This is an optimization exercise on Yosys and OpenROAD, whose aim is small area, not a production implementation. Only simulation tests tie the RTL to the original design; equivalence was not proved. The clock input has no modelled driver; a real chip could not lean on it and would need a root buffer or a full tree. Power and IR drop assume default switching activity.

## flow/config.mk

```make
export PLATFORM = sky130hd
export DESIGN_NAME = illum_rdcmd
export DESIGN_NICKNAME = illum_rdcmd
export VERILOG_FILES = /design/flow/design.v
export SDC_FILE = /design/flow/constraint.sdc
export NUM_CORES = 4
export LEC_CHECK = 0
export CAP_MARGIN = 20
export CORE_MARGIN = 2
export CORE_UTILIZATION = 40
export SLEW_MARGIN = 20
```

## flow/constraint.sdc

```tcl
create_clock -name core_clock -period 90.0 [get_ports {clk}]
set_input_delay 18.0000 -clock core_clock [delete_from_list [all_inputs] [get_ports {clk}]]
set_output_delay 18.0000 -clock core_clock [all_outputs]
set_load 0.01 [all_outputs]
```

## flow/design.v

```verilog
module illum_rdcmd (
    input  wire         clk,
    input  wire         rst,           
    input  wire         in_valid,
    input  wire [7:0]   in_data,
    output wire         out_valid,
    output reg  [2:0]   out_err,
    output reg  [2:0]   out_rc,        
    output wire [7:0]   out_head_bcd,  
    output wire [7:0]   out_bcc        
);
    reg [4:0] q;
    reg       first;     
    reg [7:0] head;
    reg       err1;      
    reg       hc;        
    reg       syn;       
    reg       au;        
    reg       neg;       
    reg [2:0] s;
    reg       eq;
    reg [1:0] fq;
    wire       q_hi   = q[4] & q[3];             
    wire       q_zero = (q == 5'd0);
    wire       q_one  = (q == 5'd1);
    wire [4:0] q_dec  = {q[4] & (q[3] | q[2] | q[1] | q[0]),
                         q[3] ^ ~(q[2] | q[1] | q[0]),
                         q[2] ^ ~(q[1] | q[0]),
                         q[1] ^ ~q[0],
                         ~q[0]};
    wire [3:0] d      = in_data[3:0];
    wire       hi3    = (in_data[7:4] == 4'h3);
    wire       isdig  = hi3 & ~(d[3] & (d[2] | d[1]));
    wire       isdot  = (in_data == 8'h2E);
    wire       issign = (in_data == 8'h2B) || (in_data == 8'h2D);
    wire       dnz    = |d;
    wire       d9     = d[3] & d[0];
    wire       len_gt = in_data[7] | in_data[6] | in_data[5] | (in_data[4] & |in_data[3:0]);
    wire       bad_op = |in_data[7:1];
    wire [2:0] s_inc  = {s[2] | (s[1] & s[0]), s[1] ^ s[0] | (s[2] & s[1]), ~s[0] | (s[2] & s[1])};
    wire       thr9   = (s == 3'd2 && fq != 2'd3) || (s == 3'd3 && fq == 2'd1);
    reg  [7:0] au_ch;
    always @(*) begin
        case (q[1:0])
            2'd0:    au_ch = "a";
            2'd3:    au_ch = "u";
            2'd2:    au_ch = "t";
            default: au_ch = "o";
        endcase
    end
    always @(posedge clk) begin
        if (rst) begin
            q <= 5'd31;
        end else if (!in_valid) begin
            if (q_zero) q <= 5'd31;
        end else if (q_zero) begin
            q <= 5'd30;
        end else if (q_hi & ~q[1] & ~q[0]) begin
            q <= len_gt ? 5'd0 : in_data[4:0];
        end else begin
            q <= q_dec;
        end
    end
    always @(posedge clk) begin
        if (in_valid) begin
            if (q_zero | (q_hi & q[1] & q[0])) head <= in_data;
            if (q_hi & q[1] & ~q[0]) begin
                err1 <= bad_op;
                hc   <= in_data[0];
            end
            if (q_hi & ~q[1] & q[0]) begin
                err1 <= err1 | bad_op;
                hc   <= hc ^ in_data[0];
            end
            if (q_hi & ~q[1] & ~q[0]) begin
                first <= 1'b1;
                syn   <= (in_data == 8'd0);
                au    <= (in_data == 8'd4) | len_gt;
                neg   <= len_gt;
                s     <= 3'd0;
                eq    <= 1'b0;
                fq    <= 2'd0;
            end
            if (~q_hi & ~q_zero) begin
                first <= 1'b0;
                au    <= au & (in_data == au_ch);
                if (isdig) begin
                    if (fq == 2'd0) begin
                        if (s == 3'd0) begin
                            if (!dnz) eq <= 1'b1;
                            else begin
                                s  <= {1'b0, d[3] | d[2] | (d[1] & d[0]), ~(d[3] | d[2] | (d[1] & d[0]))};
                                eq <= (d == 4'd2);
                            end
                        end else begin
                            s <= s_inc;
                            if (!d9) eq <= 1'b0;
                        end
                    end else begin
                        fq <= {fq[1] | fq[0], fq[1] | ~fq[0]};
                        if (s == 3'd0) begin
                            if (dnz) begin s <= 3'd1; eq <= 1'b0; end
                            else eq <= 1'b1;
                        end else if (eq) begin
                            if (thr9) begin
                                if (!d9) eq <= 1'b0;
                            end else if (dnz) begin
                                s  <= s_inc;
                                eq <= 1'b0;
                            end
                        end
                    end
                    if (neg && dnz) s <= 3'd7;
                end else if (isdot) begin
                    if (fq != 2'd0) syn <= 1'b1;
                    fq <= 2'd1;
                end else if (first && issign) begin
                    neg <= in_data[2];
                end else begin
                    syn <= 1'b1;
                end
            end
        end
    end
    function [3:0] a3(input [3:0] x);
        a3 = {x[3] | (x[2] & (x[1] | x[0])),
              (x[2] & ~x[1] & ~x[0]) | (x[3] & x[0]),
              (x[1] & (~x[2] | x[0])) | (x[3] & ~x[0]),
              (~x[3] & ~x[2] & x[0]) | (x[2] & x[1] & ~x[0]) | (x[3] & ~x[0])};
    endfunction
    wire [3:0] c1 = a3({1'b0, head[6:4]});
    wire [3:0] c2 = a3({c1[2:0], head[3]});
    wire [3:0] c3 = a3({c2[2:0], head[2]});
    wire [3:0] c4 = a3({c3[2:0], head[1]});
    wire [3:0] h_tens = {c1[3], c2[3], c3[3], c4[3]};
    wire [3:0] h_ones = {c4[2:0], head[0]};
    wire       h_big  = head[7] | (head[6] & head[5] & (head[4] | head[3] | head[2]));
    wire       dig    = (s != 3'd0) | eq;
    wire       is_auto = au & ~neg;
    always @(*) begin
        case (s)
            3'd3:    out_rc = 3'd2;
            3'd4:    out_rc = 3'd3;
            3'd5:    out_rc = 3'd4;
            3'd6:    out_rc = 3'd5;
            default: out_rc = 3'd1;
        endcase
        if (is_auto) out_rc = 3'd0;
        if (err1)                       out_err = 3'd1;
        else if (au & neg)              out_err = 3'd2;
        else if (!is_auto && (syn || !dig)) out_err = 3'd3;
        else if (!is_auto && s == 3'd7) out_err = 3'd4;
        else if (h_big)                 out_err = 3'd5;
        else                            out_err = 3'd0;
    end
    assign out_valid    = q_zero;
    assign out_head_bcd = {h_tens, h_ones};
    assign out_bcc      = {{4{err1}}, h_tens ^ h_ones ^ {3'd0, hc} ^ {1'b0, out_rc}};
endmodule
```

## flow/flow/run.sh

```bash
#!/bin/bash
# Own layout flow: the standard ORFS flow, with three changes that only
# affect how small the layout comes out:
#  - synthesis uses an area-oriented ABC script (flow/synth.tcl, flow/abc.script)
#    and leaves adders to ABC instead of mapping them to half/full-adder cells;
#  - the port buffers are the smallest buffer (buf_1).
set -euo pipefail
export OWN_WORK_DIR=$PWD
export OWN_FLOW_DIR=$PWD/flow
bash standard.sh SYNTH_SCRIPT=$OWN_FLOW_DIR/synth.tcl ADDER_MAP_FILE= \
  "BUFFER_PORTS_ARGS=-buffer_cell sky130_fd_sc_hd__buf_1" \
  finish > $PWD/flow_make.log 2>&1
```

## flow/flow/abc.script

```
strash
balance -l; resub -K 6 -l; rewrite -l; resub -K 6 -N 2 -l; refactor -l; resub -K 8 -l; balance -l; resub -K 8 -N 2 -l; rewrite -l; resub -K 10 -l; rewrite -z -l; resub -K 10 -N 2 -l; balance -l; resub -K 12 -l; refactor -z -l; resub -K 12 -N 2 -l; rewrite -z -l; balance -l
balance -l; resub -K 6 -l; rewrite -l; resub -K 6 -N 2 -l; refactor -l; resub -K 8 -l; balance -l; resub -K 8 -N 2 -l; rewrite -l; resub -K 10 -l; rewrite -z -l; resub -K 10 -N 2 -l; balance -l; resub -K 12 -l; refactor -z -l; resub -K 12 -N 2 -l; rewrite -z -l; balance -l
balance -l; resub -K 6 -l; rewrite -l; resub -K 6 -N 2 -l; refactor -l; resub -K 8 -l; balance -l; resub -K 8 -N 2 -l; rewrite -l; resub -K 10 -l; rewrite -z -l; resub -K 10 -N 2 -l; balance -l; resub -K 12 -l; refactor -z -l; resub -K 12 -N 2 -l; rewrite -z -l; balance -l
&get -n
&dch -f
&nf -R 1000
&put
topo
```

## flow/flow/synth.tcl

```tcl
# The standard synthesis (synth_recipe.tcl), with one change: the final ABC
# mapping of the combinational logic uses flow/abc.script, an area-oriented
# script, instead of ORFS's. Registers are mapped before ABC runs, so they are
# the same as in the standard synthesis.
proc abc {args} {
  set i [lsearch -exact $args -script]
  if {$i >= 0} {
    lset args [expr {$i + 1}] $::env(OWN_FLOW_DIR)/abc.script
  }
  puts "own flow: abc $args"
  yosys abc {*}$args
}
source $::env(OWN_WORK_DIR)/synth_recipe.tcl
```

## flow/standard.sh

```bash
#!/bin/bash
# synth_recipe.tcl (not shown) runs the flow's synth.tcl, then flattens the netlist and writes it again
# the make line also repeats each setting of config.mk as NAME=value (left out here)
make -C /OpenROAD-flow-scripts/flow DESIGN_CONFIG=/design/flow/config.mk WORK_HOME=/design/flow/orfs CLKGATE_MAP_FILE= SYNTH_SCRIPT=/design/flow/synth_recipe.tcl "${@:-finish}"
```

==> impl_metrics.py, run 1 <==
metrics = {
    "hold_path": {
        "min_from": "q[2]$_SDFFE_PP1P_",
        "hold_class": "register to register",
    },
    "timing": {
        "hold_viol": 0,
        "max_freq_mhz": 46.2,
        "grt_setup_unrepaired": "no",
        "finalHoldWorstSlack_ps": 511,
        "setup_violations": 0,
        "finalClockSkew_ps": 4.47,
        "period_needed_ps": 21640,
        "post-route-period-util": 0.240,
        "totalNegativeSetupSlack_ps": 0,
        "worst_pin_slew_ps": 883,
        "setup_slack_ps": 68360,
        "slew-limit-headroom": 0.396,
        "slew_violations": 0,
    },
    "cells_and_area": {
        "final_common_cell": "sky130_fd_sc_hd__buf_1",
        "final_core_utilization": 0.471,
        "post_route_cells_drive_above_1_share": 0.0172,
        "post-route-cell-area_sq_um": 1910,
        "diodes": 0,
        "area.growth.synth_to_final_pct": 11.5,
        "most-common-layout-cells": "33 x sky130_fd_sc_hd__buf_1, 22 x sky130_fd_sc_hd__nand2_1, 21 x sky130_fd_sc_hd__nor2_1",
        "nNetsFinal": 245,
    },
    "global_route": {
        "overflow": 0,
        "initial_antenna_violation_count": 0,
        "pin_count_of_the_biggest_net_entering_global_routing": 16,
        "grt_pass1_wl_um": 6830,
        "grt.total_usage": 0.171,
        "vias_in_the_first_global_route": 1470,
    },
    "clock_tree": {
        "postCtsHoldBufs": 0,
        "post_cts.repair.setup_buffers": 0,
        "clock_sinks": 25,
        "root_buffer": "sky130_fd_sc_hd__clkbuf_8",
        "cts_resized": 0,
        "cts_inserted_buffers": 3,
        "htree_levels": 1,
        "clk_path_buf_depth": 2,
        "clock_pin_slew_on_the_worst_setup_and_hold_paths_ps": 100,
        "cts_tree": "yes",
        "worst_skew_pair.late_latency_ps": 280,
    },
    "worst_setup_path": {
        "cp_common_cell": "sky130_fd_sc_hd__a21oi_1",
        "timing.critical_path.cells": "nand2_1, o21ai_0, or2_0, o22ai_1, a31oi_1, a21oi_1, a21oi_1, o21ai_0, nor2b_1, o22a_1, nor2_1, and2_0, o21bai_1, nand2b_1, a21oi_1, xnor2_1, buf_1",
        "cp.arrival_ps": 3640,
        "worstSetupStartpointType": "register",
        "worstPathRequired_ps": 72000,
        "slowest_delay_ps": 420,
        "critical_path_class": "register to output port",
        "setup.worst_path.end_class": "output port",
        "max_fanout_on_critical_path": 4,
        "register_to_register_setup_slack_ps": 87380,
        "worst_path_dominant_cell_family": "compound AO/OA/AOI/OAI gates",
        "crit_start": "head[6]$_DFFE_PP_",
        "r2r-start": "q[1]$_SDFFE_PP1P_",
        "critical_path.n_buffers_inverters": 1,
        "slowest_stage": "sky130_fd_sc_hd__edfxtp_1",
    },
    "logic_synthesis": {
        "synth.cell_area_sq_um": 1710,
        "synth_sequential_area_ratio": 0.409,
        "synth_ff_type": "sky130_fd_sc_hd__edfxtp_1",
        "syn-mean-instance-area_sq_um": 8.52,
        "yosysWarningCount": 1,
        "mappedNetlistNets": 212,
        "synthArstFlopShare": 0,
        "synth_edf_count": 20,
        "post_synthesis_instance_total": 201,
        "number_of_storage_elements_in_the_synthesis_netlist": 25,
        "synth.lib_cells_used.distinct": 39,
    },
    "status": {
        "run_status": "no timing/DRC/antenna violations",
    },
    "floorplanning": {
        "io-pin-count": 34,
        "floorplan.die.height_um": 69.4,
        "start_util": 0.422,
        "placement_rows": 23,
        "die_width_um": 69.4,
        "placeable_core_area_sq_um": 4060,
        "die_area_sq_um": 4820,
    },
    "detailed_routing": {
        "drtIter0Drc": 53,
        "route.vias.total": 1629,
        "routedWlPerCell_um": 15.0,
        "antenna_left": 0,
        "first_pass_iters": 4,
        "drc": 0,
        "totalWireLength_um": 4230,
        "via_per_inst": 5.76,
    },
    "power": {
        "power_per_cell_area_nw_per_um2": 16.2,
        "power.ir.vdd_worst_v": 0.00000942,
        "power.static_leakage_uw": 0.000628,
    },
    "placed_design": {
        "numPortBuffers": 33,
        "postPlaceCellArea_sq_um": 1860,
        "gp_congestion": 0.836,
        "dp_hpwl_um": 3260,
        "dp_slack_ps": 68670,
    },
    "flow_run": {
        "number_of_max_cap_violations": 0,
    },
}
## registers in the layout (all words and copies together), names as in the netlist
signal  cells
au          1
err1        1
hc          1
s           3
eq          1
first       1
neg         1
syn         1
head        8
q           5
fq          2
## through the flow
| step | power (uW) | std cells |
|---|---|---|
| final | 30.9 | 283 |
| after global placement | 24.1 | 279 |
| after CTS | 31.2 | 283 |
| after detailed placement | 24.1 | 279 |
| after floorplan | 21.2 | 201 |
| after global routing | 32.7 | 283 |
## worst reg2reg max path, cell delays in order, from the launching register on
cell and delay [ps]:
sky130_fd_sc_hd__dfxtp_1 540, sky130_fd_sc_hd__nor4_1 120, sky130_fd_sc_hd__nor2b_1 200, sky130_fd_sc_hd__nor2_1 320
sky130_fd_sc_hd__clkinv_1 230, sky130_fd_sc_hd__nor2_1 450, sky130_fd_sc_hd__o21ai_0 220, sky130_fd_sc_hd__a32o_1 300
## kinds of logic (layout without fill, tap and decap cells)
group / Yosys count / after routing / share of synthesized area
and+or+nand+nor: 93 / 93 / 0.264
AOI/OAI and AO/OA: 60 / 60 / 0.224
DFF: 25 / 25 / 0.409
xor gates and xnor gates: 14 / 14 / 0.0716
buffers and inverters: 9 / 41 / 0.0307
## cell usage after synthesis (4+ instances only)
cell | instances | area [sq um]
sky130_fd_sc_hd__a21oi_1 | 15 | 75.1
sky130_fd_sc_hd__xnor2_1 | 10 | 87.6
sky130_fd_sc_hd__o21ai_0 | 15 | 75.1
sky130_fd_sc_hd__buf_4 | 5 | 37.5
sky130_fd_sc_hd__nand2_1 | 22 | 82.6
sky130_fd_sc_hd__nor2b_1 | 5 | 31.3
sky130_fd_sc_hd__nand2b_1 | 5 | 31.3
sky130_fd_sc_hd__nor3_1 | 7 | 35.0
sky130_fd_sc_hd__xor2_1 | 4 | 35.0
sky130_fd_sc_hd__clkinv_1 | 4 | 15.0
sky130_fd_sc_hd__o21a_1 | 4 | 30.0
sky130_fd_sc_hd__edfxtp_1 | 20 | 601
sky130_fd_sc_hd__dfxtp_1 | 5 | 100
sky130_fd_sc_hd__nor2_1 | 21 | 78.8
sky130_fd_sc_hd__nand3_1 | 14 | 70.1
sky130_fd_sc_hd__o211ai_1 | 4 | 30.0
sky130_fd_sc_hd__nand4_1 | 4 | 25.0
sky130_fd_sc_hd__and3_1 | 4 | 25.0
## final cells by class
| class | instances | area, sq um |
|---|---|---|
| clock inverter | 1 | 7.51 |
| timing repair buffer | 33 | 124 |
| clock buffer | 3 | 41.3 |
| sequential | 25 | 701 |
| fill | 425 | 2150 |
| inverter | 4 | 15.0 |
| multi-input combinational | 167 | 960 |
| tap | 50 | 62.6 |
## path summary, 6_finish.rpt
path	to	cells after the start
hold / removal	q[2]$_SDFFE_PP1P_	2
setup / recovery	out_bcc[2]	17
hold reg to reg	q[2]$_SDFFE_PP1P_	2
setup reg to reg	s[1]$_DFFE_PP_	7
## layer usage
layer  track usage  vias to the layer above  routed length (um)
li1              -                      813                   -
met1         0.231                      757                1990
met2         0.282                       50                1950
met4        0.0588                        0                  65
met5             0                        -                   0
met3        0.0233                        9                 228
## where the power goes
| part | switching (uW) | total, uW | internal (uW) |
|---|---|---|---|
| clock network | 3.90 | 7.04 | 3.15 |
| registers | 0.943 | 14.5 | 13.5 |
| logic | 5.78 | 9.40 | 3.62 |
| total | 10.6 | 30.9 | 20.3 |
==> run 2: changes to the inputs <==
--- a/flow/design.v
+++ b/flow/design.v
@@ -11,11 +11,10 @@
 );
     reg [4:0] q;
     reg       first;     
-    reg [7:0] head;
-    reg       err1;      
+    reg [6:0] head;      
     reg       hc;        
-    reg       syn;       
-    reg       au;        
+    reg       syn;
+    reg       au;
     reg       neg;       
     reg [2:0] s;
     reg       eq;
@@ -63,27 +62,27 @@
     end
     always @(posedge clk) begin
         if (in_valid) begin
-            if (q_zero | (q_hi & q[1] & q[0])) head <= in_data;
+            if (q_zero | (q_hi & q[1] & q[0]))
+                head <= in_data[6:0] | {in_data[7], in_data[7], 2'b00, in_data[7], 2'b00};
             if (q_hi & q[1] & ~q[0]) begin
-                err1 <= bad_op;
+                syn  <= bad_op;
                 hc   <= in_data[0];
             end
             if (q_hi & ~q[1] & q[0]) begin
-                err1 <= err1 | bad_op;
+                syn  <= syn | bad_op;
                 hc   <= hc ^ in_data[0];
             end
             if (q_hi & ~q[1] & ~q[0]) begin
                 first <= 1'b1;
-                syn   <= (in_data == 8'd0);
-                au    <= (in_data == 8'd4) | len_gt;
-                neg   <= len_gt;
+                au    <= (in_data == 8'd4) | len_gt | syn;
+                neg   <= len_gt | syn;
                 s     <= 3'd0;
                 eq    <= 1'b0;
                 fq    <= 2'd0;
             end
             if (~q_hi & ~q_zero) begin
                 first <= 1'b0;
-                au    <= au & (in_data == au_ch);
+                au    <= au & (neg | (in_data == au_ch));
                 if (isdig) begin
                     if (fq == 2'd0) begin
                         if (s == 3'd0) begin
@@ -115,7 +114,7 @@
                     if (fq != 2'd0) syn <= 1'b1;
                     fq <= 2'd1;
                 end else if (first && issign) begin
-                    neg <= in_data[2];
+                    neg <= neg | in_data[2];
                 end else begin
                     syn <= 1'b1;
                 end
@@ -134,7 +133,7 @@
     wire [3:0] c4 = a3({c3[2:0], head[1]});
     wire [3:0] h_tens = {c1[3], c2[3], c3[3], c4[3]};
     wire [3:0] h_ones = {c4[2:0], head[0]};
-    wire       h_big  = head[7] | (head[6] & head[5] & (head[4] | head[3] | head[2]));
+    wire       h_big  = head[6] & head[5] & (head[4] | head[3] | head[2]);
     wire       dig    = (s != 3'd0) | eq;
     wire       is_auto = au & ~neg;
     always @(*) begin
@@ -146,8 +145,7 @@
             default: out_rc = 3'd1;
         endcase
         if (is_auto) out_rc = 3'd0;
-        if (err1)                       out_err = 3'd1;
-        else if (au & neg)              out_err = 3'd2;
+        if (au & neg)                   out_err = syn ? 3'd1 : 3'd2;
         else if (!is_auto && (syn || !dig)) out_err = 3'd3;
         else if (!is_auto && s == 3'd7) out_err = 3'd4;
         else if (h_big)                 out_err = 3'd5;
@@ -155,5 +153,5 @@
     end
     assign out_valid    = q_zero;
     assign out_head_bcd = {h_tens, h_ones};
-    assign out_bcc      = {{4{err1}}, h_tens ^ h_ones ^ {3'd0, hc} ^ {1'b0, out_rc}};
+    assign out_bcc      = {{4{out_err[0]}}, h_tens ^ h_ones ^ {3'd0, hc} ^ {1'b0, out_rc}};
 endmodule
==> flow/flow/run.sh (replaced) <==
#!/bin/bash
# Own layout flow: the standard ORFS flow (standard.sh), with changes that
# only affect how small the layout comes out:
#  - synthesis is synth_recipe.tcl with an area-oriented ABC script
#    (flow/synth.tcl, flow/abc.script), and adders are left to ABC instead of
#    being mapped to half/full-adder cells; registers are mapped before ABC,
#    so they are the standard synthesis's;
#  - every port gets the smallest buffer (buf_1);
#  - CTS adds no dummy loads, and flow/post_cts.tcl drops the root clock
#    buffer (the clock port drives the two leaf buffers) and sizes each leaf
#    buffer to the smallest clkbuf that keeps the flip-flop clock slew low.
# All make output goes to flow_make.log; ORFS keeps each step's log under
# orfs/logs.
set -euo pipefail
export OWN_WORK_DIR=$PWD
export OWN_FLOW_DIR=$PWD/flow
export OWN_CLK_SLEW=0.115
bash standard.sh SYNTH_SCRIPT=$OWN_FLOW_DIR/synth.tcl ADDER_MAP_FILE= \
  "BUFFER_PORTS_ARGS=-buffer_cell sky130_fd_sc_hd__buf_1" \
  "CTS_ARGS=-sink_clustering_enable -repair_clock_nets -dont_use_dummy_load" \
  POST_CTS_TCL=$OWN_FLOW_DIR/post_cts.tcl \
  finish > $PWD/flow_make.log 2>&1
==> flow/flow/post_cts.tcl (new file) <==
# Trim the clock tree CTS built (a root buffer driving two leaf buffers):
# the clock port drives the leaf buffers itself, and each leaf buffer is the
# smallest clkbuf whose slew at its flip-flops stays under OWN_CLK_SLEW (ns).
set block [ord::get_db_block]
set clknet [$block findNet clk]
set roots [get_cells clkbuf_0_*]
if {[llength $roots] == 1} {
  set root [$block findInst [get_full_name $roots]]
  set mid [[$root findITerm X] getNet]
  foreach it [$mid getITerms] {
    if {[$it getInst] != $root} {
      $it disconnect
      $it connect $clknet
    }
  }
  foreach it [$root getITerms] { $it disconnect }
  odb::dbInst_destroy $root
  odb::dbNet_destroy $mid
  puts "own flow: removed root clock buffer"
}
foreach leaf [get_cells clkbuf_1_*] {
  foreach size {2 4 8 16} {
    replace_cell $leaf sky130_fd_sc_hd__clkbuf_$size
    estimate_parasitics -placement
    set worst 0
    set net [get_nets -of_objects [get_pins -of_objects $leaf -filter "direction == output"]]
    foreach pin [get_pins -of_objects $net -filter "direction == input"] {
      set s [get_property $pin slew_max]
      if {$s > $worst} { set worst $s }
    }
    puts "own flow: [get_full_name $leaf] clkbuf_$size slew $worst"
    if {$worst < $::env(OWN_CLK_SLEW)} break
  }
}
detailed_placement
check_placement -verbose
==> run 2 against run 1 <==
Compared with the run above: still clean on timing, DRC and antenna; sequential share of layout area is 2.6 points lower; final cell count is 4.9% higher; area after synthesis hardly changed; critical path depth stayed put; fmax hardly changed; worst setup slack better by 11 ps; worst hold slack worse by 1.2 ps; largest cell class unchanged; highest routed layer unchanged.
==> impl_metrics.py, run 2 <==
metrics = {
    "logic_synthesis": {
        "yosysWarningCount": 1,
        "mappedNetlistNets": 228,
        "post_synthesis_instance_total": 217,
        "synthMostInstantiatedCell": "sky130_fd_sc_hd__nand2_1",
        "synth.top_cells.by_area": "sky130_fd_sc_hd__edfxtp_1 32%, sky130_fd_sc_hd__a21oi_1 7.6%, sky130_fd_sc_hd__nand2_1 5.9%, sky130_fd_sc_hd__dfxtp_1 5.8%, sky130_fd_sc_hd__xnor2_1 5.6%",
        "syn-mean-instance-area_sq_um": 7.89,
        "post-synth-top-area-fraction": 0.316,
        "number_of_storage_elements_in_the_synthesis_netlist": 23,
        "synth_sequential_area_ratio": 0.374,
        "synth_top_cell_by_area": "sky130_fd_sc_hd__edfxtp_1",
        "synth_ff_type": "sky130_fd_sc_hd__edfxtp_1",
        "synth.lib_cells_used.distinct": 39,
        "synthArstFlopShare": 0,
        "synth.cell_area_sq_um": 1710,
        "synth_edf_count": 18,
        "synthTopCellsByCount": "27 x sky130_fd_sc_hd__nand2_1, 26 x sky130_fd_sc_hd__a21oi_1, 23 x sky130_fd_sc_hd__nor2_1, 18 x sky130_fd_sc_hd__edfxtp_1, 15 x sky130_fd_sc_hd__o21ai_0",
    },
    "timing": {
        "slew-limit-headroom": 0.493,
        "post-route-period-util": 0.240,
        "totalNegativeSetupSlack_ps": 0,
        "max_freq_mhz": 46.2,
        "slew_violations": 0,
        "period_needed_ps": 21630,
        "hold_viol": 0,
        "finalClockSkew_ps": 25.2,
        "grt_setup_unrepaired": "no",
        "worst_pin_slew_ps": 761,
        "setup_violations": 0,
    },
    "clock_tree": {
        "clock_sinks": 23,
        "clock_pin_slew_on_the_worst_setup_and_hold_paths_ps": 80,
        "worst_skew_pair.late_latency_ps": 170,
    },
    "global_route": {
        "pin_count_of_the_biggest_net_entering_global_routing": 15,
        "grt.total_usage": 0.175,
        "overflow": 0,
        "initial_antenna_violation_count": 0,
        "grt_pass1_wl_um": 7050,
        "vias_in_the_first_global_route": 1512,
    },
    "placed_design": {
        "gp_congestion": 0.851,
        "numPortBuffers": 33,
        "postPlaceCellArea_sq_um": 1860,
        "dpl.cell_count": 295,
        "dp_hpwl_um": 3200,
    },
    "worst_setup_path": {
        "max_fanout_on_critical_path": 4,
        "rr_endpoint": "s[0]$_DFFE_PP_",
        "r2r-start": "q[0]$_SDFFE_PP1P_",
        "worstSetupStartpointType": "register",
        "critical_path_class": "register to output port",
        "register_to_register_setup_slack_ps": 87410,
        "worstPathRequired_ps": 72000,
        "cp.arrival_ps": 3630,
        "reg2reg_depth": 9,
        "setup.worst_path.end_class": "output port",
    },
    "power": {
        "sequential_fraction_of_design_power": 0.490,
        "clock_power_share": 0.159,
        "power.ir.vdd_worst_v": 0.00000707,
        "totalPowerFinal_uw": 27.0,
        "comb_power_share": 0.351,
        "power.net_switching_uw": 9.54,
        "power.static_leakage_uw": 0.000605,
        "internal-power_uw": 17.5,
        "power_per_cell_area_nw_per_um2": 14.4,
        "sw_frac_of_total": 0.353,
    },
    "cells_and_area": {
        "area.growth.synth_to_final_pct": 9.94,
        "layout.cells.non_filler": 297,
        "diodes": 0,
        "register_area_sq_um": 641,
        "most-common-layout-cells": "33 x sky130_fd_sc_hd__buf_1, 27 x sky130_fd_sc_hd__nand2_1, 26 x sky130_fd_sc_hd__a21oi_1",
        "fill_cells": 438,
        "post-route-cell-area_sq_um": 1880,
        "nNetsFinal": 260,
        "multi_input_logic_area_sq_um": 1000,
        "final_common_cell": "sky130_fd_sc_hd__buf_1",
        "largest_reg_flops": 7,
        "regs_by_ff_count": "head: 7 flops, q: 5 flops, s: 3 flops",
        "max_flop_register": "head",
        "post_route_cells_drive_above_1_share": 0.00810,
    },
    "hold_path": {
        "hold_class": "register to register",
        "min_to": "q[2]$_SDFFE_PP1P_",
        "hold-path-cell-count": 2,
        "min_from": "q[2]$_SDFFE_PP1P_",
    },
    "floorplanning": {
        "io-pin-count": 34,
        "die_width_um": 69.4,
        "die_area_sq_um": 4820,
        "placeable_core_area_sq_um": 4060,
        "start_util": 0.422,
        "floorplan.die.height_um": 69.4,
        "placement_rows": 23,
    },
    "detailed_routing": {
        "first_pass_iters": 4,
        "routedWlPerCell_um": 14.0,
        "drtIter0Drc": 113,
        "route.vias.total": 1721,
        "via_per_inst": 5.79,
        "totalWireLength_um": 4150,
        "drc": 0,
        "antenna_left": 0,
    },
    "status": {
        "run_status": "no timing/DRC/antenna violations",
    },
    "flow_run": {
        "number_of_max_cap_violations": 0,
    },
}
-- run 2: critical path, cell delays in order, from the launching register on --
cell,delay (ps)
sky130_fd_sc_hd__edfxtp_1,400
sky130_fd_sc_hd__nand2b_1,180
sky130_fd_sc_hd__or2_0,250
sky130_fd_sc_hd__nor2_1,180
sky130_fd_sc_hd__nor2_1,60
sky130_fd_sc_hd__a21oi_1,150
sky130_fd_sc_hd__a21oi_1,90
sky130_fd_sc_hd__o21ai_0,430
sky130_fd_sc_hd__nor2b_1,230
sky130_fd_sc_hd__o22ai_1,120
sky130_fd_sc_hd__nor2b_1,170
sky130_fd_sc_hd__a21oi_1,190
sky130_fd_sc_hd__o21ai_0,210
sky130_fd_sc_hd__a21oi_1,370
sky130_fd_sc_hd__nand2_1,90
sky130_fd_sc_hd__nand2_1,100
sky130_fd_sc_hd__xnor2_1,120
sky130_fd_sc_hd__buf_1,160
-- run 2: cell type report --
cell class                 count  area share
clock buffer                   2      0.0113
inverter                       9      0.0180
multi-input combinational    180       0.531
sequential                    23       0.340
tap                           50      0.0332
timing repair buffer          33      0.0658
-- run 2: logic make-up (layout without fill, tap and decap cells) --
logic type                after synthesis  in the layout  share of synthesized area
and+or+nand+nor                       101            101                      0.292
buffers and inverters                  14             44                     0.0417
DFF                                    23             23                      0.374
AOI/OAI and AO/OA                      68             68                      0.236
xor gates and xnor gates               11             11                     0.0563
-- run 2: worst max path at each step --
stage | slack (ps) | startpoint | cells after the start | endpoint
floorplan | 68850 | head[4]$_DFFE_PP_ | 16 | out_bcc[1]
global placement | 68830 | head[4]$_DFFE_PP_ | 17 | out_bcc[1]
detailed placement | 68560 | head[4]$_DFFE_PP_ | 17 | out_bcc[1]
global route | 67940 | head[4]$_DFFE_PP_ | 17 | out_bcc[1]
finish | 68370 | head[4]$_DFFE_PP_ | 17 | out_bcc[1]
-- run 2: power by group through the flow --
stage	sequential, uW	clock (uW)	combinational [uW]
finish	13.2	4.28	9.49
global route	13.4	4.67	10.6
detailed placement	13.5	0	9.50
global placement	13.5	0	9.43
floorplan	13.2	0	7.00
-- run 2: per-layer routing --
metal / up-vias / routed length (um) / GRT usage
met3: 7 / 228 / 0.0189
li1: 867 / - / -
met4: 0 / 75 / 0.0545
met5: - / 0 / 0
met2: 55 / 1800 / 0.270
met1: 792 / 2050 / 0.255
-- run 2: metrics by stage --
stage                     hold slack, ps  utilization  setup slack, ps
after floorplan                      459            -            68850
after global placement               483        0.459            68830
after detailed placement             493        0.459            68560
after global routing                 554        0.464            67940
final                                510        0.464            68370
==> run 3: changes to the inputs <==
--- a/flow/design.v
+++ b/flow/design.v
@@ -14,7 +14,6 @@
     reg [6:0] head;      
     reg       hc;        
     reg       syn;
-    reg       au;
     reg       neg;       
     reg [2:0] s;
     reg       eq;
@@ -39,6 +38,7 @@
     wire [2:0] s_inc  = {s[2] | (s[1] & s[0]), s[1] ^ s[0] | (s[2] & s[1]), ~s[0] | (s[2] & s[1])};
     wire       thr9   = (s == 3'd2 && fq != 2'd3) || (s == 3'd3 && fq == 2'd1);
     reg  [7:0] au_ch;
+    wire       au_ok = (in_data == au_ch);
     always @(*) begin
         case (q[1:0])
             2'd0:    au_ch = "a";
@@ -74,15 +74,13 @@
             end
             if (q_hi & ~q[1] & ~q[0]) begin
                 first <= 1'b1;
-                au    <= (in_data == 8'd4) | len_gt | syn;
                 neg   <= len_gt | syn;
                 s     <= 3'd0;
-                eq    <= 1'b0;
+                eq    <= syn;
                 fq    <= 2'd0;
             end
             if (~q_hi & ~q_zero) begin
                 first <= 1'b0;
-                au    <= au & (neg | (in_data == au_ch));
                 if (isdig) begin
                     if (fq == 2'd0) begin
                         if (s == 3'd0) begin
@@ -111,13 +109,15 @@
                     end
                     if (neg && dnz) s <= 3'd7;
                 end else if (isdot) begin
-                    if (fq != 2'd0) syn <= 1'b1;
+                    if (fq != 2'd0) begin syn <= 1'b1; eq <= 1'b0; end
                     fq <= 2'd1;
                 end else if (first && issign) begin
                     neg <= neg | in_data[2];
                 end else begin
                     syn <= 1'b1;
+                    eq  <= first & au_ok & (q == 5'd4);
                 end
+                if (syn) eq <= eq & (neg | au_ok);
             end
         end
     end
@@ -135,7 +135,7 @@
     wire [3:0] h_ones = {c4[2:0], head[0]};
     wire       h_big  = head[6] & head[5] & (head[4] | head[3] | head[2]);
     wire       dig    = (s != 3'd0) | eq;
-    wire       is_auto = au & ~neg;
+    wire       is_auto = syn & eq & ~neg;
     always @(*) begin
         case (s)
             3'd3:    out_rc = 3'd2;
@@ -145,7 +145,8 @@
             default: out_rc = 3'd1;
         endcase
         if (is_auto) out_rc = 3'd0;
-        if (au & neg)                   out_err = syn ? 3'd1 : 3'd2;
+        if (syn & eq & neg)             out_err = 3'd1;
+        else if (first & neg)           out_err = 3'd2;
         else if (!is_auto && (syn || !dig)) out_err = 3'd3;
         else if (!is_auto && s == 3'd7) out_err = 3'd4;
         else if (h_big)                 out_err = 3'd5;
--- a/flow/flow/run.sh
+++ b/flow/flow/run.sh
@@ -2,7 +2,8 @@
 # Own layout flow: the standard ORFS flow (standard.sh), with changes that
 # only affect how small the layout comes out:
 #  - synthesis is synth_recipe.tcl with an area-oriented ABC script
-#    (flow/synth.tcl, flow/abc.script), and adders are left to ABC instead of
+#    (flow/synth.tcl, flow/abc.script, which includes a bounded SAT-based
+#    &deepsyn pass), and adders are left to ABC instead of
 #    being mapped to half/full-adder cells; registers are mapped before ABC,
 #    so they are the standard synthesis's;
 #  - every port gets the smallest buffer (buf_1);
==> flow/flow/abc.script (replaced) <==
strash
balance -l; resub -K 6 -l; rewrite -l; resub -K 6 -N 2 -l; refactor -l; resub -K 8 -l; balance -l; resub -K 8 -N 2 -l; rewrite -l; resub -K 10 -l; rewrite -z -l; resub -K 10 -N 2 -l; balance -l; resub -K 12 -l; refactor -z -l; resub -K 12 -N 2 -l; rewrite -z -l; balance -l
balance -l; resub -K 6 -l; rewrite -l; resub -K 6 -N 2 -l; refactor -l; resub -K 8 -l; balance -l; resub -K 8 -N 2 -l; rewrite -l; resub -K 10 -l; rewrite -z -l; resub -K 10 -N 2 -l; balance -l; resub -K 12 -l; refactor -z -l; resub -K 12 -N 2 -l; rewrite -z -l; balance -l
&get -n
&deepsyn -v -J 100 -T 200
&put
balance -l; resub -K 6 -l; rewrite -l; resub -K 6 -N 2 -l; refactor -l; resub -K 8 -l; balance -l; resub -K 8 -N 2 -l; rewrite -l; resub -K 10 -l; rewrite -z -l; resub -K 10 -N 2 -l; balance -l; resub -K 12 -l; refactor -z -l; resub -K 12 -N 2 -l; rewrite -z -l; balance -l
&get -n
&dch -f
&nf -R 1000
&put
topo
==> run 3 against run 2 <==
Compared with the run above: register-to-register slack got worse by 320 ps; fmax increased by 7.0%; total power decreased by 6.8%; flip-flop and latch count decreased by 1; clock power decreased by 6.1%; worst hold slack got worse by 8.9 ps; die area decreased by 4.0%; sequential share of layout area decreased by 0.29 points; non-clock buffer count unchanged; largest power group unchanged; highest routed layer unchanged.
==> impl_metrics.py, run 3 <==
metrics = {
    "status": {
        "run_status": "no timing/DRC/antenna violations",
    },
    "cells_and_area": {
        "diodes": 0,
        "area.growth.synth_to_final_pct": 10.4,
        "post-route-cell-area_sq_um": 1810,
        "regs_by_ff_count": "head: 7 flops, q: 5 flops, s: 3 flops",
        "final_common_cell": "sky130_fd_sc_hd__nand2_1",
        "post_route_cells_drive_above_1_share": 0.00847,
        "nNetsFinal": 249,
        "max_flop_register": "head",
        "largest_reg_flops": 7,
        "most-common-layout-cells": "36 x sky130_fd_sc_hd__nand2_1, 33 x sky130_fd_sc_hd__buf_1, 23 x sky130_fd_sc_hd__nor2_1",
    },
    "worst_setup_path": {
        "crit_start": "head[1]$_DFFE_PP_",
        "reg2reg_depth": 10,
        "critical_path_class": "register to output port",
        "setup.worst_path.end_class": "output port",
        "cp.arrival_ps": 2220,
        "register_to_register_setup_slack_ps": 87090,
        "cp-endpoint": "out_bcc[0]",
        "r2r-start": "q[0]$_SDFFE_PP1P_",
        "worstPathRequired_ps": 72000,
        "rr_endpoint": "s[1]$_DFFE_PP_",
        "worstSetupStartpointType": "register",
        "max_fanout_on_critical_path": 5,
    },
    "logic_synthesis": {
        "synth.lib_cells_used.distinct": 40,
        "synthArstFlopShare": 0,
        "synthTopCellsByCount": "36 x sky130_fd_sc_hd__nand2_1, 23 x sky130_fd_sc_hd__nor2_1, 17 x sky130_fd_sc_hd__edfxtp_1, 13 x sky130_fd_sc_hd__a21oi_1, 13 x sky130_fd_sc_hd__o21ai_0",
        "synth_edf_count": 17,
        "yosysWarningCount": 1,
        "synthMostInstantiatedCell": "sky130_fd_sc_hd__nand2_1",
        "post-synth-top-area-fraction": 0.311,
        "synth_top_cell_by_area": "sky130_fd_sc_hd__edfxtp_1",
        "number_of_storage_elements_in_the_synthesis_netlist": 22,
        "post_synthesis_instance_total": 206,
        "synth.cell_area_sq_um": 1640,
        "syn-mean-instance-area_sq_um": 7.96,
        "synth.top_cells.by_area": "sky130_fd_sc_hd__edfxtp_1 31%, sky130_fd_sc_hd__nand2_1 8.2%, sky130_fd_sc_hd__dfxtp_1 6.1%, sky130_fd_sc_hd__nor2_1 5.3%, sky130_fd_sc_hd__xnor2_1 4.3%",
        "synth_ff_type": "sky130_fd_sc_hd__edfxtp_1",
        "synth_sequential_area_ratio": 0.373,
        "mappedNetlistNets": 217,
    },
    "timing": {
        "period_needed_ps": 20220,
        "finalClockSkew_ps": 18.5,
        "grt_setup_unrepaired": "no",
        "max_freq_mhz": 49.4,
        "hold_viol": 0,
        "setup_violations": 0,
        "totalNegativeSetupSlack_ps": 0,
        "worst_pin_slew_ps": 1020,
        "finalHoldWorstSlack_ps": 501,
        "slew_violations": 0,
        "slew-limit-headroom": 0.301,
        "post-route-period-util": 0.225,
    },
    "power": {
        "comb_power_share": 0.329,
        "power_per_cell_area_nw_per_um2": 13.9,
        "sequential_fraction_of_design_power": 0.512,
        "power.ir.vdd_worst_v": 0.00000791,
        "power.net_switching_uw": 8.58,
        "power.static_leakage_uw": 0.000617,
        "internal-power_uw": 16.6,
        "clock_power_share": 0.160,
        "sw_frac_of_total": 0.341,
    },
    "clock_tree": {
        "clock_sinks": 22,
        "clock_pin_slew_on_the_worst_setup_and_hold_paths_ps": 80,
        "worst_skew_pair.late_latency_ps": 160,
    },
    "global_route": {
        "grt_pass1_wl_um": 6260,
        "grt.total_usage": 0.179,
        "initial_antenna_violation_count": 0,
        "vias_in_the_first_global_route": 1395,
        "overflow": 0,
        "pin_count_of_the_biggest_net_entering_global_routing": 15,
    },
    "placed_design": {
        "dp_hpwl_um": 3070,
        "gp_congestion": 0.841,
        "numPortBuffers": 33,
        "postPlaceCellArea_sq_um": 1790,
    },
    "floorplanning": {
        "start_util": 0.413,
        "placement_rows": 23,
        "floorplan.die.height_um": 68.0,
        "die_width_um": 68.0,
        "die_area_sq_um": 4630,
        "placeable_core_area_sq_um": 3970,
        "io-pin-count": 34,
    },
    "hold_path": {
        "hold_class": "register to register",
    },
    "detailed_routing": {
        "via_per_inst": 5.48,
        "drc": 0,
        "antenna_left": 0,
        "totalWireLength_um": 3880,
        "routedWlPerCell_um": 13.6,
        "drtIter0Drc": 83,
        "first_pass_iters": 4,
        "route.vias.total": 1567,
    },
    "flow_run": {
        "number_of_max_cap_violations": 0,
    },
}
==> run 3: power groups by stage <==
stage | sequential [uW] | clock [uW] | combinational [uW]
5_1_grt | 13.0 | 4.54 | 9.41
6_report | 12.9 | 4.02 | 8.28
3_5_place_dp | 13.1 | 0 | 8.36
2_1_floorplan | 12.8 | 0 | 6.18
3_3_place_gp | 13.1 | 0 | 8.35
==> run 3: area by class of cell <==
type	instances	area, sq um
well taps	50	62.6
fillers	420	2160
clock buffers	2	21.3
inverters	5	18.8
flip-flops and latches	22	611
multi-input cells	174	972
repair buffers	33	124
==> run 3: cells by family after synthesis <==
kind of cell | share of synthesized area
mux | 0.00687
compound gates | 0.196
flops | 0.373
xor+xnor | 0.0748
buf+inv | 0.0344
simple gates | 0.315
==> run 3: worst min path at each step <==
stage	from	end	slack (ps)	cells after the start
finish	q[2]$_SDFFE_PP1P_	q[2]$_SDFFE_PP1P_	500	2
global route	q[2]$_SDFFE_PP1P_	q[2]$_SDFFE_PP1P_	540	2
detailed placement	q[2]$_SDFFE_PP1P_	q[2]$_SDFFE_PP1P_	490	2
global placement	q[2]$_SDFFE_PP1P_	q[2]$_SDFFE_PP1P_	490	2
floorplan	q[2]$_SDFFE_PP1P_	q[2]$_SDFFE_PP1P_	460	2
==> run 3: per-stage QoR <==
stage,util,instances,total power [uW],setup WS [ps]
6_report,0.456,286,25.2,69780
5_1_grt,0.456,286,27.0,69550
3_5_place_dp,0.450,284,21.5,69640
3_3_place_gp,0.450,284,21.4,69570
2_1_floorplan,-,206,19.0,69830
==> run 3: routing by layer <==
layer	part of all wire	track usage	up-vias
li1	-	-	810
met1	0.47	0.222	710
met2	0.47	0.322	40
met3	0.043	0.0197	7
met4	0.021	0.0600	0
met5	0	0	-
==> run 3: critical path: stages, from the launching register on <==
cell and delay (ps):
sky130_fd_sc_hd__edfxtp_1 490, sky130_fd_sc_hd__nor2b_1 200, sky130_fd_sc_hd__a22oi_1 230, sky130_fd_sc_hd__or3b_1 370
sky130_fd_sc_hd__o211ai_1 220, sky130_fd_sc_hd__xor2_1 260, sky130_fd_sc_hd__xnor2_1 140, sky130_fd_sc_hd__buf_1 170
==> run 4: changes to the inputs <==
--- a/flow/design.v
+++ b/flow/design.v
@@ -10,7 +10,6 @@
     output wire [7:0]   out_bcc        
 );
     reg [4:0] q;
-    reg       first;     
     reg [6:0] head;      
     reg       hc;        
     reg       syn;
@@ -18,6 +17,8 @@
     reg [2:0] s;
     reg       eq;
     reg [1:0] fq;
+    wire       first  = (s == 3'd0) & (fq == 2'd0) & ~eq;
+    wire       intp   = (s == 3'd0) ? ~fq[0] : (fq == 2'd0);
     wire       q_hi   = q[4] & q[3];             
     wire       q_zero = (q == 5'd0);
     wire       q_one  = (q == 5'd1);
@@ -73,46 +74,48 @@
                 hc   <= hc ^ in_data[0];
             end
             if (q_hi & ~q[1] & ~q[0]) begin
-                first <= 1'b1;
                 neg   <= len_gt | syn;
                 s     <= 3'd0;
                 eq    <= syn;
                 fq    <= 2'd0;
             end
             if (~q_hi & ~q_zero) begin
-                first <= 1'b0;
                 if (isdig) begin
-                    if (fq == 2'd0) begin
+                    if (intp) begin
                         if (s == 3'd0) begin
                             if (!dnz) eq <= 1'b1;
                             else begin
                                 s  <= {1'b0, d[3] | d[2] | (d[1] & d[0]), ~(d[3] | d[2] | (d[1] & d[0]))};
                                 eq <= (d == 4'd2);
+                                fq <= 2'd0;
                             end
                         end else begin
                             s <= s_inc;
                             if (!d9) eq <= 1'b0;
                         end
                     end else begin
-                        fq <= {fq[1] | fq[0], fq[1] | ~fq[0]};
                         if (s == 3'd0) begin
                             if (dnz) begin s <= 3'd1; eq <= 1'b0; end
                             else eq <= 1'b1;
-                        end else if (eq) begin
-                            if (thr9) begin
-                                if (!d9) eq <= 1'b0;
-                            end else if (dnz) begin
-                                s  <= s_inc;
-                                eq <= 1'b0;
+                        end else begin
+                            fq <= {fq[1] | fq[0], fq[1] | ~fq[0]};
+                            if (eq) begin
+                                if (thr9) begin
+                                    if (!d9) eq <= 1'b0;
+                                end else if (dnz) begin
+                                    s  <= s_inc;
+                                    eq <= 1'b0;
+                                end
                             end
                         end
                     end
                     if (neg && dnz) s <= 3'd7;
                 end else if (isdot) begin
-                    if (fq != 2'd0) begin syn <= 1'b1; eq <= 1'b0; end
+                    if (!intp) begin syn <= 1'b1; eq <= 1'b0; end
                     fq <= 2'd1;
                 end else if (first && issign) begin
                     neg <= neg | in_data[2];
+                    fq  <= 2'd2;
                 end else begin
                     syn <= 1'b1;
                     eq  <= first & au_ok & (q == 5'd4);
--- a/flow/flow/run.sh
+++ b/flow/flow/run.sh
@@ -1,11 +1,13 @@
 #!/bin/bash
 # Own layout flow: the standard ORFS flow (standard.sh), with changes that
 # only affect how small the layout comes out:
-#  - synthesis is synth_recipe.tcl with an area-oriented ABC script
-#    (flow/synth.tcl, flow/abc.script, which includes a bounded SAT-based
-#    &deepsyn pass), and adders are left to ABC instead of
-#    being mapped to half/full-adder cells; registers are mapped before ABC,
-#    so they are the standard synthesis's;
+#  - synthesis is synth_recipe.tcl except for the final ABC mapping of the
+#    combinational logic (flow/synth.tcl): it tries each flow/abc_*.script
+#    (area-oriented scripts, most with ABC's SAT-based &deepsyn at a fixed
+#    seed and a bounded number of steps) and keeps the smallest netlist.
+#    Adders are left to ABC instead of being mapped to half/full-adder
+#    cells. Registers are mapped before ABC, so they are the standard
+#    synthesis's;
 #  - every port gets the smallest buffer (buf_1);
 #  - CTS adds no dummy loads, and flow/post_cts.tcl drops the root clock
 #    buffer (the clock port drives the two leaf buffers) and sizes each leaf
==> flow/flow/abc_base.script (new file) <==
strash
balance -l; resub -K 6 -l; rewrite -l; resub -K 6 -N 2 -l; refactor -l; resub -K 8 -l; balance -l; resub -K 8 -N 2 -l; rewrite -l; resub -K 10 -l; rewrite -z -l; resub -K 10 -N 2 -l; balance -l; resub -K 12 -l; refactor -z -l; resub -K 12 -N 2 -l; rewrite -z -l; balance -l
balance -l; resub -K 6 -l; rewrite -l; resub -K 6 -N 2 -l; refactor -l; resub -K 8 -l; balance -l; resub -K 8 -N 2 -l; rewrite -l; resub -K 10 -l; rewrite -z -l; resub -K 10 -N 2 -l; balance -l; resub -K 12 -l; refactor -z -l; resub -K 12 -N 2 -l; rewrite -z -l; balance -l
balance -l; resub -K 6 -l; rewrite -l; resub -K 6 -N 2 -l; refactor -l; resub -K 8 -l; balance -l; resub -K 8 -N 2 -l; rewrite -l; resub -K 10 -l; rewrite -z -l; resub -K 10 -N 2 -l; balance -l; resub -K 12 -l; refactor -z -l; resub -K 12 -N 2 -l; rewrite -z -l; balance -l
&get -n
&dch -f
&nf -R 1000
&put
topo
==> flow/flow/abc_deepsyn.template (new file) <==
strash
balance -l; resub -K 6 -l; rewrite -l; resub -K 6 -N 2 -l; refactor -l; resub -K 8 -l; balance -l; resub -K 8 -N 2 -l; rewrite -l; resub -K 10 -l; rewrite -z -l; resub -K 10 -N 2 -l; balance -l; resub -K 12 -l; refactor -z -l; resub -K 12 -N 2 -l; rewrite -z -l; balance -l
balance -l; resub -K 6 -l; rewrite -l; resub -K 6 -N 2 -l; refactor -l; resub -K 8 -l; balance -l; resub -K 8 -N 2 -l; rewrite -l; resub -K 10 -l; rewrite -z -l; resub -K 10 -N 2 -l; balance -l; resub -K 12 -l; refactor -z -l; resub -K 12 -N 2 -l; rewrite -z -l; balance -l
&get -n
&deepsyn -J @J@ -T 900 -S @S@
&put
balance -l; resub -K 6 -l; rewrite -l; resub -K 6 -N 2 -l; refactor -l; resub -K 8 -l; balance -l; resub -K 8 -N 2 -l; rewrite -l; resub -K 10 -l; rewrite -z -l; resub -K 10 -N 2 -l; balance -l; resub -K 12 -l; refactor -z -l; resub -K 12 -N 2 -l; rewrite -z -l; balance -l
&get -n
&dch -f
&nf -R 1000
&put
topo
==> flow/flow/synth.tcl (replaced) <==
# The standard synthesis (synth_recipe.tcl), with one change: the final ABC
# mapping of the combinational logic. Instead of ORFS's script, it tries
# flow/abc_base.script and flow/abc_deepsyn.template (ABC's SAT-based
# &deepsyn, filled in with each fixed seed and step bound listed below) on the
# same netlist and keeps the smallest result. Registers are mapped before ABC
# runs, so they are the same as in the standard synthesis.
set ::own_tries {}
foreach s {0 1 2 3 4 5 6 7 8 9 10 11 12 13 14 15} { lappend ::own_tries [list $s 100] }
foreach s {0 1 2 3 4 5 6 7} { lappend ::own_tries [list $s 300] }

proc own_area {lib} {
  set f $::env(OWN_WORK_DIR)/own_abc_stat.txt
  yosys tee -q -o $f stat -liberty $lib
  set fh [open $f]
  set area 0.0
  set bufs 0.0
  foreach line [split [read $fh] "\n"] {
    if {[regexp {Chip area for module.*:\s+([0-9.]+)} $line -> a]} { set area $a }
    if {[regexp {^\s+[0-9]+\s+([0-9.]+)\s+sky130_fd_sc_hd__buf_\d+} $line -> a]} { set bufs [expr {$bufs + $a}] }
  }
  close $fh
  # ABC's buffers are removed again at floorplan, so they do not count
  return [expr {$area - $bufs}]
}

proc own_scripts {} {
  set dir $::env(OWN_WORK_DIR)/own_abc
  file mkdir $dir
  set scripts [list $::env(OWN_FLOW_DIR)/abc_base.script]
  set fh [open $::env(OWN_FLOW_DIR)/abc_deepsyn.template]
  set tmpl [read $fh]
  close $fh
  foreach t $::own_tries {
    lassign $t s j
    set name $dir/abc_deepsyn_J${j}_S${s}.script
    set fh [open $name w]
    puts -nonewline $fh [string map [list @S@ $s @J@ $j] $tmpl]
    close $fh
    lappend scripts $name
  }
  return $scripts
}

proc abc {args} {
  set i [lsearch -exact $args -script]
  set lib [lindex $args [expr {[lsearch -exact $args -liberty] + 1}]]
  if {$i < 0} { yosys abc {*}$args; return }
  yosys design -save own_pre_abc
  set best ""
  set best_area 0
  foreach sc [own_scripts] {
    yosys design -load own_pre_abc
    lset args [expr {$i + 1}] $sc
    yosys abc {*}$args
    set a [own_area $lib]
    puts "own flow: [file tail $sc] area $a"
    if {$best eq "" || $a < $best_area} { set best $sc; set best_area $a }
  }
  puts "own flow: keeping [file tail $best] (area $best_area)"
  yosys design -load own_pre_abc
  lset args [expr {$i + 1}] $best
  yosys abc {*}$args
}
source $::env(OWN_WORK_DIR)/synth_recipe.tcl
removed: flow/flow/abc.script
==> run 4 against run 3 <==
Compared with the run above: still clean; worst setup slack got worse by 270 ps; critical path depth did not move; sequential power is 6% lower; cell area fell by 0.48%; critical path type unchanged; critical endpoint unchanged; largest cell class unchanged.
==> impl_metrics.py, run 4 <==
metrics = {
    "cells_and_area": {
        "post_route_cells_drive_above_1_share": 0.00830,
        "most-common-layout-cells": "33 x sky130_fd_sc_hd__buf_1, 32 x sky130_fd_sc_hd__nor2_1, 26 x sky130_fd_sc_hd__nand2_1",
        "area.growth.synth_to_final_pct": 10.5,
        "layout.cells.non_filler": 291,
        "regs_by_ff_count": "head: 7 flops, q: 5 flops, s: 3 flops",
        "diodes": 0,
        "largest_reg_flops": 7,
        "final_common_cell": "sky130_fd_sc_hd__buf_1",
        "max_flop_register": "head",
        "nNetsFinal": 254,
    },
    "floorplanning": {
        "floorplan.die.height_um": 67.8,
        "placement_rows": 23,
        "io-pin-count": 34,
        "start_util": 0.410,
        "placeable_core_area_sq_um": 3970,
        "die_area_sq_um": 4600,
        "die_width_um": 67.8,
    },
    "timing": {
        "totalNegativeSetupSlack_ps": 0,
        "finalClockSkew_ps": 25.8,
        "worst_pin_slew_ps": 1000,
        "slew_violations": 0,
        "period_needed_ps": 20490,
        "grt_setup_unrepaired": "no",
        "post-route-period-util": 0.228,
        "hold_viol": 0,
        "slew-limit-headroom": 0.326,
        "max_freq_mhz": 48.8,
        "setup_violations": 0,
        "setup_slack_ps": 69510,
    },
    "logic_synthesis": {
        "number_of_storage_elements_in_the_synthesis_netlist": 21,
        "synth.cell_area_sq_um": 1630,
        "yosysWarningCount": 1,
        "synth.top_cells.by_area": "sky130_fd_sc_hd__edfxtp_1 29%, sky130_fd_sc_hd__nor2_1 7.4%, sky130_fd_sc_hd__dfxtp_1 6.1%, sky130_fd_sc_hd__nand2_1 6.0%, sky130_fd_sc_hd__xnor2_1 5.9%",
        "mappedNetlistNets": 222,
        "synth_sequential_area_ratio": 0.356,
        "synthMostInstantiatedCell": "sky130_fd_sc_hd__nor2_1",
        "synth_edf_count": 16,
        "syn-mean-instance-area_sq_um": 7.72,
        "synth_ff_type": "sky130_fd_sc_hd__edfxtp_1",
        "post_synthesis_instance_total": 211,
        "synthTopCellsByCount": "32 x sky130_fd_sc_hd__nor2_1, 26 x sky130_fd_sc_hd__nand2_1, 18 x sky130_fd_sc_hd__a21oi_1, 16 x sky130_fd_sc_hd__edfxtp_1, 14 x sky130_fd_sc_hd__o21ai_0",
        "synth_top_cell_by_area": "sky130_fd_sc_hd__edfxtp_1",
        "synthArstFlopShare": 0,
        "synth.lib_cells_used.distinct": 40,
        "post-synth-top-area-fraction": 0.295,
    },
    "placed_design": {
        "dpl.cell_count": 289,
        "dp_slack_ps": 69650,
        "gp_congestion": 0.893,
        "numPortBuffers": 33,
        "dp_hpwl_um": 3200,
    },
    "detailed_routing": {
        "route.vias.total": 1652,
        "met2WireLength_um": 1950,
        "via_per_inst": 5.68,
        "wl_met1_um": 1900,
        "routedWlPerCell_um": 14.0,
        "drc": 0,
        "drtIter0Drc": 87,
        "route.top_layer_used": "met4",
        "antenna_left": 0,
        "totalWireLength_um": 4060,
        "route.met3.wl_um": 178,
        "first_pass_iters": 4,
    },
    "worst_setup_path": {
        "max_fanout_on_critical_path": 5,
        "register_to_register_setup_slack_ps": 87100,
        "worstSetupStartpointType": "register",
        "crit_start": "head[5]$_DFFE_PP_",
        "setup.worst_path.end_class": "output port",
        "slowest_delay_ps": 700,
        "cp.arrival_ps": 2490,
        "critical_path.n_buffers_inverters": 1,
        "worst_path_dominant_cell_family": "compound AO/OA/AOI/OAI gates",
        "slowest_stage": "sky130_fd_sc_hd__o311ai_0",
        "worstPathRequired_ps": 72000,
        "timing.critical_path.cells": "nor2b_1, o21a_1, or2_0, o311ai_0, xor2_1, xnor2_1, buf_1",
        "r2r-start": "q[0]$_SDFFE_PP1P_",
        "critical_path_class": "register to output port",
    },
    "power": {
        "power.static_leakage_uw": 0.000552,
        "clock_power_share": 0.165,
        "sequential_fraction_of_design_power": 0.497,
        "power_per_cell_area_nw_per_um2": 13.5,
        "internal-power_uw": 15.9,
        "sw_frac_of_total": 0.345,
        "comb_power_share": 0.339,
        "power.ir.vdd_worst_v": 0.00000500,
        "power.net_switching_uw": 8.39,
    },
    "status": {
        "run_status": "no timing/DRC/antenna violations",
    },
    "clock_tree": {
        "worst_skew_pair.late_latency_ps": 160,
        "clock_sinks": 21,
        "clock_pin_slew_on_the_worst_setup_and_hold_paths_ps": 80,
    },
    "global_route": {
        "grt_pass1_wl_um": 6870,
        "pin_count_of_the_biggest_net_entering_global_routing": 13,
        "overflow": 0,
        "grt.total_usage": 0.195,
        "vias_in_the_first_global_route": 1525,
        "initial_antenna_violation_count": 0,
    },
    "flow_run": {
        "number_of_max_cap_violations": 0,
    },
    "hold_path": {
        "min_from": "q[2]$_SDFFE_PP1P_",
        "hold_class": "register to register",
    },
}
## run 4: kinds of logic after synthesis
kind of cell    count (synthesis)  synth area share
simple gates                  106             0.310
xor+xnor                       13            0.0699
compound gates                 57             0.220
flops                          21             0.356
buf+inv                        14            0.0438
## run 4: power by group through the flow
stage / registers [uW] / clock network [uW] / logic, uW
global route: 12.2 / 4.65 / 9.50
detailed placement: 12.3 / 0 / 8.28
global placement: 12.3 / 0 / 8.22
finish: 12.1 / 4.01 / 8.24
floorplan: 12.0 / 0 / 6.07
## run 4: worst reg2reg max path, stage by stage, from the launching register on
cell                       delay (ps)
sky130_fd_sc_hd__dfxtp_1          400
sky130_fd_sc_hd__nor2_1           190
sky130_fd_sc_hd__nand2_1          130
sky130_fd_sc_hd__o21ai_0          800
sky130_fd_sc_hd__or3_1            270
sky130_fd_sc_hd__nor3_1           100
sky130_fd_sc_hd__a211oi_1         370
sky130_fd_sc_hd__a21oi_1          130
sky130_fd_sc_hd__o41ai_1          320
## run 4: per-stage QoR
step | hold slack, ps | instance area [sq um] | util | power [uW]
final | 543 | 1800 | 0.453 | 24.3
after global routing | 585 | 1800 | 0.453 | 26.4
after detailed placement | 532 | 1780 | 0.448 | 20.6
after global placement | 531 | 1780 | 0.448 | 20.5
after floorplan | 499 | 1630 | - | 18.1
## run 4: final cells by class
type	instances	area (sq um)
Clock buffer	2	21.3
Fill cell	438	2170
Sequential cell	21	581
Tap cell	50	62.6
Inverter	9	33.8
Timing Repair Buffer	33	124
Multi-Input combinational cell	176	978
## run 4: path summary, 6_finish.rpt
path / end / depth (start not counted)
worst max register to register: eq$_DFFE_PP_ / 8
worst min-delay path: q[2]$_SDFFE_PP1P_ / 2
worst max-delay path: out_bcc[0] / 7
worst min register to register: q[2]$_SDFFE_PP1P_ / 2
## run 4: layer usage
metal	track usage	vias to the layer above
met5	0	-
met3	0.0230	3
met4	0.0500	0
met2	0.344	48
met1	0.252	761
li1	-	840
==> run 5: changes to the inputs <==
--- a/flow/design.v
+++ b/flow/design.v
@@ -12,11 +12,11 @@
     reg [4:0] q;
     reg [6:0] head;      
     reg       hc;        
-    reg       syn;
     reg       neg;       
     reg [2:0] s;
     reg       eq;
     reg [1:0] fq;
+    wire       syn    = (s == 3'd7) & fq[1];
     wire       first  = (s == 3'd0) & (fq == 2'd0) & ~eq;
     wire       intp   = (s == 3'd0) ? ~fq[0] : (fq == 2'd0);
     wire       q_hi   = q[4] & q[3];             
@@ -66,18 +66,17 @@
             if (q_zero | (q_hi & q[1] & q[0]))
                 head <= in_data[6:0] | {in_data[7], in_data[7], 2'b00, in_data[7], 2'b00};
             if (q_hi & q[1] & ~q[0]) begin
-                syn  <= bad_op;
+                eq   <= bad_op;
                 hc   <= in_data[0];
             end
             if (q_hi & ~q[1] & q[0]) begin
-                syn  <= syn | bad_op;
+                eq   <= eq | bad_op;
                 hc   <= hc ^ in_data[0];
             end
             if (q_hi & ~q[1] & ~q[0]) begin
-                neg   <= len_gt | syn;
-                s     <= 3'd0;
-                eq    <= syn;
-                fq    <= 2'd0;
+                neg   <= len_gt | eq;
+                s     <= eq ? 3'd7 : 3'd0;
+                fq    <= {eq, 1'b0};
             end
             if (~q_hi & ~q_zero) begin
                 if (isdig) begin
@@ -98,7 +97,7 @@
                             if (dnz) begin s <= 3'd1; eq <= 1'b0; end
                             else eq <= 1'b1;
                         end else begin
-                            fq <= {fq[1] | fq[0], fq[1] | ~fq[0]};
+                            if (~s[2] & s[1]) fq <= {fq[1] | fq[0], fq[1] | ~fq[0]};
                             if (eq) begin
                                 if (thr9) begin
                                     if (!d9) eq <= 1'b0;
@@ -111,13 +110,14 @@
                     end
                     if (neg && dnz) s <= 3'd7;
                 end else if (isdot) begin
-                    if (!intp) begin syn <= 1'b1; eq <= 1'b0; end
-                    fq <= 2'd1;
+                    if (!intp) begin s <= 3'd7; fq <= 2'd2; eq <= 1'b0; end
+                    else fq <= 2'd1;
                 end else if (first && issign) begin
                     neg <= neg | in_data[2];
                     fq  <= 2'd2;
                 end else begin
-                    syn <= 1'b1;
+                    s   <= 3'd7;
+                    fq  <= 2'd2;
                     eq  <= first & au_ok & (q == 5'd4);
                 end
                 if (syn) eq <= eq & (neg | au_ok);
==> run 5 against run 4 <==
Compared with the run above: still clean on timing, DRC and antenna; worst setup slack worse by 17 ps; sequential power about the same; final cell count shrank 1.0%; core utilization up 1.7 points; die area is 2.1% lower; worst hold slack lost 14 ps; global-route usage is 0.72 points lower; clock skew is 3.9 ps higher; area after synthesis down 2.2%; non-clock buffer count unchanged.
==> impl_metrics.py, run 5 <==
metrics = {
    "timing": {
        "grt_setup_unrepaired": "no",
        "max_freq_mhz": 48.8,
        "finalClockSkew_ps": 29.7,
        "slew_violations": 0,
        "hold_viol": 0,
        "totalNegativeSetupSlack_ps": 0,
        "setup_violations": 0,
        "post-route-period-util": 0.228,
        "period_needed_ps": 20510,
    },
    "floorplanning": {
        "die_area_sq_um": 4500,
        "start_util": 0.425,
        "io-pin-count": 34,
        "placement_rows": 22,
        "floorplan.die.height_um": 67.1,
    },
    "logic_synthesis": {
        "yosysWarningCount": 1,
        "synth.top_cells.by_area": "sky130_fd_sc_hd__edfxtp_1 28%, sky130_fd_sc_hd__nand2_1 8.7%, sky130_fd_sc_hd__a21oi_1 6.3%, sky130_fd_sc_hd__dfxtp_1 6.3%, sky130_fd_sc_hd__nor2_1 5.4%",
        "synth_sequential_area_ratio": 0.346,
        "synthMostInstantiatedCell": "sky130_fd_sc_hd__nand2_1",
        "synthArstFlopShare": 0,
        "synth.cell_area_sq_um": 1590,
        "number_of_storage_elements_in_the_synthesis_netlist": 20,
        "synth_top_cell_by_area": "sky130_fd_sc_hd__edfxtp_1",
        "mappedNetlistNets": 221,
        "synth_ff_type": "sky130_fd_sc_hd__edfxtp_1",
        "synth.lib_cells_used.distinct": 35,
    },
    "global_route": {
        "grt.total_usage": 0.187,
        "vias_in_the_first_global_route": 1419,
        "pin_count_of_the_biggest_net_entering_global_routing": 13,
        "grt_pass1_wl_um": 6510,
    },
    "worst_setup_path": {
        "worstPathRequired_ps": 72000,
        "critical_path_class": "register to output port",
        "worstSetupStartpointType": "register",
    },
    "cells_and_area": {
        "diodes": 0,
        "fill_cells": 421,
        "area.growth.synth_to_final_pct": 10.5,
        "final_common_cell": "sky130_fd_sc_hd__nand2_1",
        "post_route_cells_drive_above_1_share": 0.00833,
    },
    "detailed_routing": {
        "first_pass_iters": 4,
        "drtIter0Drc": 85,
        "route.vias.total": 1567,
    },
    "hold_path": {
        "hold_class": "register to register",
    },
    "power": {
        "totalPowerFinal_uw": 25.6,
        "power.static_leakage_uw": 0.000608,
    },
    "placed_design": {
        "numPortBuffers": 33,
        "dp_hpwl_um": 3050,
    },
    "clock_tree": {
        "clock_sinks": 20,
        "clock_pin_slew_on_the_worst_setup_and_hold_paths_ps": 70,
        "worst_skew_pair.late_latency_ps": 170,
    },
    "status": {
        "run_status": "no timing/DRC/antenna violations",
    },
}
[run 5: cell types whose count changed after synthesis, moves of 4 or more]
cell / previous run / this run
sky130_fd_sc_hd__nor2b_1: 3 / 12
sky130_fd_sc_hd__nand3_1: 7 / 13
sky130_fd_sc_hd__nor2_1: 32 / 23
sky130_fd_sc_hd__nand2_1: 26 / 37
sky130_fd_sc_hd__nor4_1: 5 / 0
sky130_fd_sc_hd__clkinv_1: 9 / 5
[run 5: layout make-up]
| type | count | area, sq um | area share |
|---|---|---|---|
| Multi-Input combinational cell | 180 | 986 | 0.560 |
| Sequential cell | 20 | 551 | 0.313 |
| Timing Repair Buffer | 33 | 124 | 0.0704 |
| Tap cell | 48 | 60.1 | 0.0341 |
| Clock buffer | 2 | 21.3 | 0.0121 |
| Inverter | 5 | 18.8 | 0.0107 |
[run 5: per-stage QoR]
stage	area (sq um)	util	std cells	hold WS (ps)	worst slack [ps]
2_1_floorplan	1590	-	210	490	69770
3_3_place_gp	1740	0.465	286	516	69690
3_5_place_dp	1740	0.465	286	519	69620
5_1_grt	1760	0.470	288	560	69190
6_report	1760	0.470	288	529	69490
[run 5: critical path: stages (launching register included)]
cell                       delay [ps]
sky130_fd_sc_hd__edfxtp_1         430
sky130_fd_sc_hd__nor2b_1          290
sky130_fd_sc_hd__clkinv_1         130
sky130_fd_sc_hd__o21ai_0          270
sky130_fd_sc_hd__nor3b_1           90
sky130_fd_sc_hd__a211oi_1         280
sky130_fd_sc_hd__o21ai_0          290
sky130_fd_sc_hd__o22ai_1          270
sky130_fd_sc_hd__xor2_1           160
sky130_fd_sc_hd__buf_1            160
[run 5: where the power goes]
| part | switching (uW) | internal [uW] |
|---|---|---|
| Combinational | 5.78 | 3.71 |
| Clock | 2.43 | 1.55 |
| Sequential | 1.28 | 10.9 |
| Total | 9.49 | 16.2 |
[run 5: logic make-up after synthesis]
group / synth area share
mux: 0.0126
compound gates: 0.199
flops: 0.346
xor+xnor: 0.0550
buf+inv: 0.0354
simple gates: 0.353
[run 5: final timing paths]
check | start | to | slack [ps] | cells after the start
setup / recovery | head[6]$_DFFE_PP_ | out_bcc[3] | 69490 | 9
hold / removal | q[2]$_SDFFE_PP1P_ | q[2]$_SDFFE_PP1P_ | 530 | 2
setup reg to reg | s[1]$_DFFE_PP_ | s[0]$_DFFE_PP_ | 87440 | 10
hold reg to reg | q[2]$_SDFFE_PP1P_ | q[2]$_SDFFE_PP1P_ | 530 | 2
[run 5: routing by layer]
metal / track usage / part of all wire / vias up
li1: - / - / 821
met1: 0.257 / 0.49 / 693
met2: 0.309 / 0.45 / 48
met3: 0.0220 / 0.053 / 5
met4: 0.0561 / 0.012 / 0
met5: 0 / 0 / -

## static timing again, ports no longer ideal
How much do the figures lean on ideal ports? The routed layouts below were timed once more, with nothing changed but the port constraints.
Step 1 assumes that a clkbuf_16 drives the clock port and a buf_2 every other input.
Step 2, shift: input delay + t, output delay - t, t = (earliest + latest rising clock arrival at the registers) / 2. This alone moves slack from input paths to output paths.
Three values: ideal, step 1, step 2; two values: the first two.
| run | t, ns | setup slack, ns |
|---|---|---|
| run 1 | 0.299 | 68.356 / 68.330 / 68.629 |
| run 2 | 0.188 | 68.367 / 68.335 / 68.523 |
| run 3 | 0.182 | 69.777 / 69.744 / 69.613 |
| run 4 | 0.182 | 69.510 / 69.478 / 69.660 |
| run 5 | 0.181 | 69.493 / 69.462 / 69.610 |
After both steps setup and hold are still met in every run listed.
